From an optimization exercise on the open Yosys and OpenROAD flow, aimed at small area, a short achievable clock period and few clock cycles; shortcuts taken in it are not production practice.
Only the layout flow was run in this run; the RTL was not checked for function there.
Power figures rest on the tool's default switching activity, not on a simulated workload.

File: design.v
module bbt_feistel (
    input  wire         clk,
    input  wire         rst,
    input  wire         cmd_valid,
    output wire         cmd_ready,
    input  wire [2:0]   cmd_op,
    input  wire [31:0]  cmd_arg,
    input  wire [31:0]  cmd_a,
    input  wire [31:0]  cmd_b,
    input  wire [127:0] cmd_fkey,
    output reg          done,
    output reg          err,
    output wire [31:0]  out_a,
    output wire [31:0]  out_b,
    output reg          emit,
    output reg  [12:0]  kr_raddr,
    input  wire [31:0]  kr_rdata,
    output wire         kr_we,
    output wire [12:0]  kr_waddr,
    output wire [31:0]  kr_wdata
);
    localparam OP_KEY_COPY   = 3'd0;
    localparam OP_KEY_XOR    = 3'd1;
    localparam OP_DESCRAMBLE = 3'd2;
    localparam OP_BLOCK_ENC  = 3'd3;
    localparam OP_BLOCK_DEC  = 3'd4;
    localparam OP_SFUNC      = 3'd5;
    localparam OP_STREAM_BEG = 3'd6;
    localparam OP_STREAM_PR  = 3'd7;
    localparam S_IDLE = 3'd0;    
    localparam S_CHK  = 3'd1;    
    localparam S_PRO1 = 3'd2;    
    localparam S_PRO2 = 3'd3;    
    localparam S_RND  = 3'd4;    
    localparam S_FIN  = 3'd5;    
    localparam S_XOR  = 3'd6;    
    reg [2:0]   st;
    reg [2:0]   op;
    reg         copied, ready, active;
    reg [9:0]   k1h;             
    reg [10:0]  k2h;             
    reg [28:0]  pairs_left;
    reg [1:0]   pidx;
    reg [2:0]   cyc;             
    reg [3:0]   r;               
    reg [11:0]  cnt;             
    reg         in_k2;           
    reg         chain;           
    reg [31:0]  rd, x, y, acc;
    reg [127:0] fk;
    wire s_idle = (st == S_IDLE);
    wire s_chk  = (st == S_CHK);
    wire s_pro1 = (st == S_PRO1);
    wire s_pro2 = (st == S_PRO2);
    wire s_rnd  = (st == S_RND);
    wire s_fin  = (st == S_FIN);
    wire s_xor  = (st == S_XOR);
    assign cmd_ready = s_idle;
    assign out_a = x;
    assign out_b = y;
    wire fwd  = (op == OP_DESCRAMBLE) || (op == OP_BLOCK_ENC);
    wire desc = (op == OP_DESCRAMBLE);
    wire sf   = (op == OP_SFUNC);
    wire [31:0] sum  = acc + rd;
    wire [31:0] xnew = y ^ sum;
    wire [31:0] xpro = x ^ rd;
    function [12:0] tab(input [1:0] t, input [7:0] v);
        tab = {1'b1, 2'b00, t, v};
    endfunction
    function [12:0] key(input f, input [4:0] n);
        key = {8'd0, f ? n : 5'd17 - n};
    endfunction
    wire len_ok = !acc[0] && acc[15:0] >= 16'd18 && acc[15:0] <= 16'd1024 &&
                  !acc[16] && acc[31:16] >= 16'd1024 && acc[31:16] <= 16'd4096;
    wire cmd_bad = (op == OP_KEY_COPY)   ? !len_ok :
                   (op == OP_STREAM_BEG) ? (!ready || acc[2:0] != 3'd0) :
                   (op == OP_STREAM_PR)  ? !active : !copied;
    wire one_cycle = (op == OP_KEY_COPY) || (op == OP_STREAM_BEG) || cmd_bad;
    wire first_k1  = chain && !in_k2 && (cnt == 12'd0);    
    wire k1_end    = !in_k2 && (cnt[11:1] == {1'b0, k1h});
    wire desc_end  = s_pro1 && chain && in_k2 && (cnt[11:1] == k2h);
    wire rnd_end   = s_rnd && (cyc == 3'd5);
    wire [11:0] cnt4   = cnt - 12'd4;
    wire        xor_we = s_xor && (cnt >= 12'd4);
    wire        xor_last = (cnt4[10:0] == {k1h, 1'b1});
    assign kr_we    = xor_we || (desc && (s_fin || (s_pro1 && chain)));
    assign kr_wdata = x;
    assign kr_waddr = s_xor ? {3'd0, cnt4[9:0]} : {in_k2, cnt[11:1], s_fin};
    always @(posedge clk) begin
        if (rst) begin
            st     <= S_IDLE;
            copied <= 1'b0;
            ready  <= 1'b0;
            active <= 1'b0;
            done   <= 1'b0;
        end else begin
            done <= 1'b0;
            case (st)
            S_IDLE: if (cmd_valid) st <= S_CHK;
            S_CHK: begin
                if (one_cycle) begin
                    done <= 1'b1;
                    st   <= S_IDLE;
                end else if (op == OP_KEY_XOR) begin
                    st <= S_XOR;
                end else if (sf) begin
                    st <= S_RND;
                end else begin
                    st <= S_PRO1;
                end
                if (!cmd_bad) begin
                    case (op)
                    OP_KEY_COPY: begin
                        copied <= 1'b1;
                        ready  <= 1'b0;
                        active <= 1'b0;
                    end
                    OP_KEY_XOR: begin
                        ready  <= 1'b0;
                        active <= 1'b0;
                    end
                    OP_DESCRAMBLE: active <= 1'b0;
                    OP_STREAM_BEG: active <= (acc[31:3] != 29'd0);
                    default: ;
                    endcase
                end
            end
            S_PRO1: begin
                if (desc_end) begin
                    ready <= 1'b1;
                    done  <= 1'b1;
                    st    <= S_IDLE;
                end else begin
                    st <= S_PRO2;
                end
            end
            S_PRO2: st <= S_RND;
            S_RND: begin
                if (cyc == 3'd5) begin
                    if (sf) begin
                        done <= 1'b1;
                        st   <= S_IDLE;
                    end else if (r == 4'd15) begin
                        st <= S_FIN;
                    end
                end
            end
            S_FIN: begin
                if (desc) begin
                    st <= S_PRO1;
                end else begin
                    done <= 1'b1;
                    st   <= S_IDLE;
                    if (op == OP_STREAM_PR) active <= (pairs_left != 29'd1);
                end
            end
            S_XOR: begin
                if (xor_last) begin
                    done <= 1'b1;
                    st   <= S_IDLE;
                end
            end
            default: st <= S_IDLE;
            endcase
        end
    end
    always @(posedge clk) begin
        rd <= kr_rdata;
        fk <= s_idle ? cmd_fkey : {fk[31:0], fk[127:32]};
        if (s_idle) op <= cmd_op;
        if (s_idle)
            x <= cmd_a;
        else if (s_chk && desc)
            x <= 32'd0;
        else if (s_chk && sf)
            x <= acc;
        else if (s_pro2)
            x <= first_k1 ? 32'd0 : xpro;        
        else if (rnd_end || s_fin)
            x <= xnew;
        else if (s_xor)
            x <= rd ^ fk[63:32];
        if (s_idle)
            y <= cmd_b;
        else if (s_chk && desc)
            y <= 32'd0;
        else if (s_rnd && cyc == 3'd0)
            y <= sf ? 32'd0 : y ^ rd;
        else if (rnd_end || s_fin)
            y <= x;
        if (s_idle)
            acc <= cmd_arg;
        else if (s_chk || rnd_end)
            acc <= 32'd0;
        else if (s_rnd && (cyc == 3'd2 || cyc == 3'd3))
            acc <= acc ^ rd;
        else if (s_rnd && cyc == 3'd4)
            acc <= sum;
        if (s_idle)
            kr_raddr <= key(cmd_op == OP_DESCRAMBLE || cmd_op == OP_BLOCK_ENC, 5'd0);
        else if (s_chk)
            kr_raddr <= (op == OP_KEY_XOR) ? 13'd0 :
                        sf ? tab(2'd2, acc[15:8]) : key(fwd, 5'd1);
        else if (s_pro2)
            kr_raddr <= tab(2'd2, first_k1 ? 8'd0 : xpro[15:8]);
        else if (s_rnd) begin
            case (cyc)
            3'd0: kr_raddr <= tab(2'd1, x[23:16]);
            3'd1: kr_raddr <= tab(2'd3, x[7:0]);
            3'd2: kr_raddr <= tab(2'd0, x[31:24]);
            3'd3: kr_raddr <= key(fwd, {1'b0, r} + 5'd2);
            3'd5: kr_raddr <= (r == 4'd15) ? key(fwd, 5'd0) : tab(2'd2, xnew[15:8]);
            default: ;
            endcase
        end else if (s_fin)
            kr_raddr <= key(fwd, 5'd1);
        else if (s_xor)
            kr_raddr <= {3'd0, cnt[9:0]};
        if (s_chk || s_fin) begin
            cyc <= 3'd0;
            r   <= 4'd0;
        end else if (s_rnd) begin
            cyc <= (cyc == 3'd5) ? 3'd0 : cyc + 3'd1;
            if (cyc == 3'd5) r <= r + 4'd1;
        end
        if (s_chk) begin
            cnt   <= (op == OP_KEY_XOR) ? 12'd1 : 12'd0;
            in_k2 <= 1'b0;
            chain <= 1'b0;
        end else if (s_xor) begin
            cnt <= cnt + 12'd1;
        end else if (s_fin) begin
            chain <= 1'b1;
        end else if (s_pro2 && chain) begin
            if (k1_end) begin
                in_k2 <= 1'b1;
                cnt   <= 12'd0;
            end else begin
                cnt <= cnt + 12'd2;
            end
        end
        if (s_chk) begin
            err <= cmd_bad;
            if (op == OP_KEY_COPY && !cmd_bad) begin
                k1h <= acc[10:1] - 10'd1;
                k2h <= acc[27:17] - 11'd1;
            end
            if (op == OP_STREAM_BEG && !cmd_bad) begin
                pairs_left <= acc[31:3];
                pidx       <= 2'd0;
            end
        end
        if (s_fin && op == OP_STREAM_PR) begin
            emit       <= pidx[1];
            pidx       <= pidx[1] ? pidx : pidx + 2'd1;
            pairs_left <= pairs_left - 29'd1;
        end
    end
endmodule
File: run.sh
#!/bin/bash
# synth_recipe.tcl (not shown) runs the flow's synth.tcl, then flattens the netlist and writes it again
# the make line also repeats each setting of config.mk as NAME=value (left out here)
make -C /OpenROAD-flow-scripts/flow DESIGN_CONFIG=/design/flow/config.mk WORK_HOME=/design/flow/orfs CLKGATE_MAP_FILE= SYNTH_SCRIPT=/design/flow/synth_recipe.tcl finish
File: config.mk
export PLATFORM = sky130hd
export DESIGN_NAME = bbt_feistel
export DESIGN_NICKNAME = bbt_feistel
export VERILOG_FILES = /design/flow/design.v
export SDC_FILE = /design/flow/constraint.sdc
export NUM_CORES = 4
export LEC_CHECK = 0
export CAP_MARGIN = 20
export CORE_MARGIN = 2
export CORE_UTILIZATION = 40
export SLEW_MARGIN = 20
File: constraint.sdc
create_clock -name core_clock -period 8.0 [get_ports {clk}]
set_input_delay 1.6000 -clock core_clock [delete_from_list [all_inputs] [get_ports {clk}]]
set_output_delay 1.6000 -clock core_clock [all_outputs]
set_load 0.01 [all_outputs]
==> run notes <==
Status:
- The flow ran to the end and the layout has no timing, DRC or antenna violations.

Global route:
- For met3 alone, demand over resource in global routing was 6.75%.
- Summed over all layers, the global routing overflow is 0.
- The first-pass GRT wire length is around 110000 µm.
- The initial antenna violation count is 6.
- The via count of the first global-routing pass is 17600.
- The met2 track demand over resource in global routing is 46.6%.
- Entering global routing, the biggest net connects 96 pins.
- The total global routing track utilization is 29.5%.
- For this run, global-route usage on met1 was measured as 39.4%.
- The global routing stage identified its most utilized layer as met2.

STA:
- The number of slew-limit violations in the final report is 0.
- For the pin with the worst max-slew slack, the measured transition is 1000 ps.
- The total negative slack for setup checks is 0 ps.
- The slack of the critical path is ~2900 ps.
- The number of failing hold endpoints at the final stage is 0.
- The fmax is 194 MHz.
- Of the available clock period, the critical path in the final layout requires 64.3%.
- The minimum clock period after layout is 5140 ps.
- Setup repair after global routing left no endpoint under its margin.
- The worst max-slew margin expressed relative to the limit is 32.8%.
- Clock skew on the completed layout was measured at 22.9 ps.
- The worst hold-check slack is 418 ps.
- Setup violations remaining at the end of the flow were counted as 0.

Clocking:
- Clock-pin slew was measured on the worst setup and hold paths at 60 ps.
- The root cell of the clock tree is clkbuf_16.
- The TritonCTS clock tree is done.
- After clock tree synthesis, the repair step resized 0 gates.
- The count of buffers added by post-CTS timing repair for setup is 0.
- The number of buffers on the longest clock path is 3.
- Clock latency on the worst-skew pair, taken at its later pin, is 580 ps.
- The number of buffers inserted by hold repair at cts is 0.
- Counting the buffers created by CTS gives 40.
- The H-tree generated during clock tree synthesis spans 2 levels.
- The CTS sink count is roughly 350.

Routing:
- The remaining antenna violation count after routing is 0.
- The starting DRC count in detailed routing is between 1500 and 2000.
- The wire length per cell after detailed routing is 23.7 µm.
- The final layout contains routed wiring with a total length of 77500 µm.
- In the routed design, unresolved DRC markers number 0.
- The via count normalized by instance count is between 5 and 6.
- The detailed-routing iteration count for the pre-antenna-repair pass is 5.
- The detailed router placed around 18000 vias in this run.

Power and ir drop:
- The final total power is 6.47 mW.
- The reported net switching power is around 2.3 mW.
- For this design the ratio of total power to cell area is about 260 mW/mm².
- Combinational logic burns between 30 and 40% of the power.
- In this run switching power makes up 35.1% of total power.
- The share of total power dissipated in the clock network is 28.4%.
- The sequential fraction of design power is around two fifths.
- The analysis attributes to cell leakage a power of 9.92 nW.
- Cell internal power was estimated by the tool at 4.20 mW.
- The worst IR drop on VDD is 0.136 mV.

Floorplan:
- The die is around 230 µm wide.
- The top-level I/O count is ~390.
- The effective utilization at floorplan is approximately two fifths.
- The die covers between 0.05 and 0.06 mm².
- Measured along the y axis, the die boundary spans approximately 230 µm.
- The area inside the core boundary is slightly below 0.05 mm².
- The initialized floorplan defines 81 standard-cell rows.

Synth:
- Averaged over all synthesized cells, the footprint is 8.68 µm².
- Of all flip-flops after synthesis, the portion carrying an async set or reset was 0%.
- Counting every instance in the synthesized netlist gives 2290.
- The number of synthesized flops with an enable pin is 170.
- The netlist area before placement is 0.0199 mm².
- The library cell with the largest summed area after synthesis is edfxtp_1.
- The register bit count reported by yosys is 352.
- The most used flip-flop cell after synthesis is dfxtp_1.
- The number of unique standard cell types used by synthesis is slightly below 90.
- For this run, the register share of the synthesized area comes to between 40% and 50%.
- Sorting the synthesized cells by area gives the leading types as edfxtp_1 26%, dfxtp_1 18%, nand2_1 11%, xnor2_1 7.3%, xor2_1 4.4%.
- For this run, the number of Yosys warnings is 1.
- After synthesis, the largest area contributor takes up 25.7% of total cell area.

Setup path:
- The beginning of the worst register-to-register path is st[1]$_SDFFE_PP0P_.
- The kind of capture point of the worst setup path is an output port.
- In this run the critical register-to-register path is captured at y[24]$_DFFE_PP_.
- STA puts the critical path data arrival time at 3540 ps.
- Data on the critical path is required at its endpoint by approximately 6400 ps.
- For flop-to-flop paths, the worst setup slack is approximately 3600 ps.
- The largest fanout on the critical path is 23.
- For the worst flop-to-flop path, the logic depth is 8.
- The type of the worst setup path is register to output port.
- The critical path launch point type is a register.

Worst hold path:
- For hold timing, the worst endpoint is fk[94]$_DFF_P_.
- The number of cells traversed by the worst hold path is 2.
- The startpoint of the tightest hold check path is fk[126]$_DFF_P_.
- The path class of the tightest hold or removal check is register to register.

Placed design:
- OpenSTA, run right after detailed placement, puts the worst setup slack at roughly 3500 ps.
- The count of buffers added on input and output ports is 386.
- The HPWL after detailed placement is approximately 59000 µm.
- The last weighted congestion value of the routability-driven placer is a little over 0.9.

Layout:
- The area added between synthesis and finish is 26.9%.
- The post-route netlist has 5.07% of its cells at a drive strength greater than 1.
- The number of antenna cells inserted is 0.
- For this run, the post-layout net count is 2882.

Run:
- The tool flagged a number of max-cap violations equal to 0.
==> synth_stat cells (12+ instances only) <==
cell	number
a21o_1	16
a21oi_1	115
a221o_1	34
a31oi_1	16
buf_2	30
buf_4	35
clkbuf_1	90
dfxtp_1	182
edfxtp_1	170
ha_1	48
inv_1	38
nand2_1	573
nand3_1	37
nand4_1	18
nor2_1	151
nor2b_1	17
nor3_1	32
nor4_1	18
o211ai_1	14
o21ai_0	153
o221ai_1	12
or3_1	14
xnor2_1	166
xor2_1	100
==> kinds of logic after synthesis <==
logic type,synth area share [%]
adder cells (fa/ha/maj),3.12
AND/OR/NAND/NOR,20.7
multiplexers,0.208
flip-flops,44.0
other,0.0189
XOR/XNOR,11.7
AO/OA/AOI/OAI,15.2
buffers and inverters,4.94
==> cell usage in the layout, fill, tap and decap left out, drive strengths merged, types with 23 or more instances in the layout <==
| master | instances |
|---|---|
| edfxtp | 170 |
| a221o | 34 |
| nand3 | 37 |
| nand2 | 576 |
| xnor2 | 166 |
| xor2 | 100 |
| o21ai | 159 |
| ha | 48 |
| a21oi | 117 |
| nor2 | 154 |
| clkdlybuf4s50 | 386 |
| inv | 43 |
| dfxtp | 182 |
| buf | 23 |
| nor3 | 36 |
| clkbuf | 56 |
==> how the worst max path moves through the flow <==
| stage | start | end | slack (ps) |
|---|---|---|---|
| floorplan | acc[12]$_DFFE_PP_ | k1h[0]$_DFFE_PP_ | 4440 |
| global placement | st[1]$_SDFFE_PP0P_ | kr_waddr[6] | 3520 |
| detailed placement | st[1]$_SDFFE_PP0P_ | kr_waddr[6] | 3490 |
| CTS | st[1]$_SDFFE_PP0P_ | kr_waddr[6] | 2870 |
| global route | st[1]$_SDFFE_PP0P_ | kr_waddr[6] | 2640 |
| finish | st[1]$_SDFFE_PP0P_ | kr_waddr[6] | 2860 |
==> power by group through the flow <==
stage | Clock [mW] | Combinational (mW) | Sequential [mW]
CTS | 1.87 | 1.95 | 2.66
floorplan | 0 | 1.22 | 2.50
finish | 1.84 | 1.96 | 2.67
global route | 1.93 | 2.14 | 2.69
global placement | 0 | 1.92 | 2.69
detailed placement | 0 | 1.94 | 2.70
==> stage by stage <==
stage,std cells,util [%],instance area [µm²]
after global routing,3266,51.6,25200
final,3266,51.6,25200
after global placement,3193,48.9,23900
after CTS,3266,51.6,25200
after floorplan,2291,-,19900
after detailed placement,3193,48.9,23900
==> cell type report <==
type	instances	area, µm²
Fill cell	4617	23700
Multi-Input combinational cell	1729	10200
Sequential cell	352	8750
Timing Repair Buffer	409	4040
Clock buffer	56	1160
Tap cell	664	831
Inverter	39	151
Clock inverter	17	131
==> flip-flops by register name (all words and copies together) (netlist names), 2 cells and up <==
register and count:
acc 32, cnt 12, cyc 3, fk 128
k1h 10, k2h 11, kr_raddr 11, op 3
pairs_left 29, pidx 2, r 4, rd 32
st 3, x 32, y 32
==> layer usage <==
metal  routed length, µm  up-vias
met5                  66        -
met2               35200      862
met4                2860       10
met3                6800      174
met1               32600     8637
li1                    -     8466
==> worst max-delay path, stage by stage, from the launching register on <==
cell and delay [ps]:
dfxtp_1 860, nor2b_1 360, and2_1 630, nand2_1 170, nor3_1 210, xor2_1 170
clkdlybuf4s50_1 560

==> what the ideal ports hide <==
Ports are ideal in the flow. The routed layout listed here was re-timed in OpenROAD.
Step 1 (the two cells are an assumption about what drives the block):
set clk [get_ports {clk}]
set_driving_cell -lib_cell sky130_fd_sc_hd__clkbuf_16 $clk
set_driving_cell -lib_cell sky130_fd_sc_hd__buf_2 [delete_from_list [all_inputs] $clk]
Step 2 adds t to the input delays and takes it off the output delays; t is the mean of the earliest and latest rising clock arrival at the registers after step 1. Input paths then give back, and output paths get back, about the clock's delay inside the block.
Three values: ideal ports, drivers, drivers and shift; two values: the first two.
shift t [ns]: 0.627
setup slack, ns: 2.858 / 2.797 / 3.424
worst setup path after step 2: register to output
worst register clock-pin slew, ns: 0.06 / 0.06
worst data-port slew with drivers (ns): 0.14
After both steps setup and hold are still met in this run. The setup slack of this run moves by -0.061 ns with the drivers and by +0.566 ns with both steps.
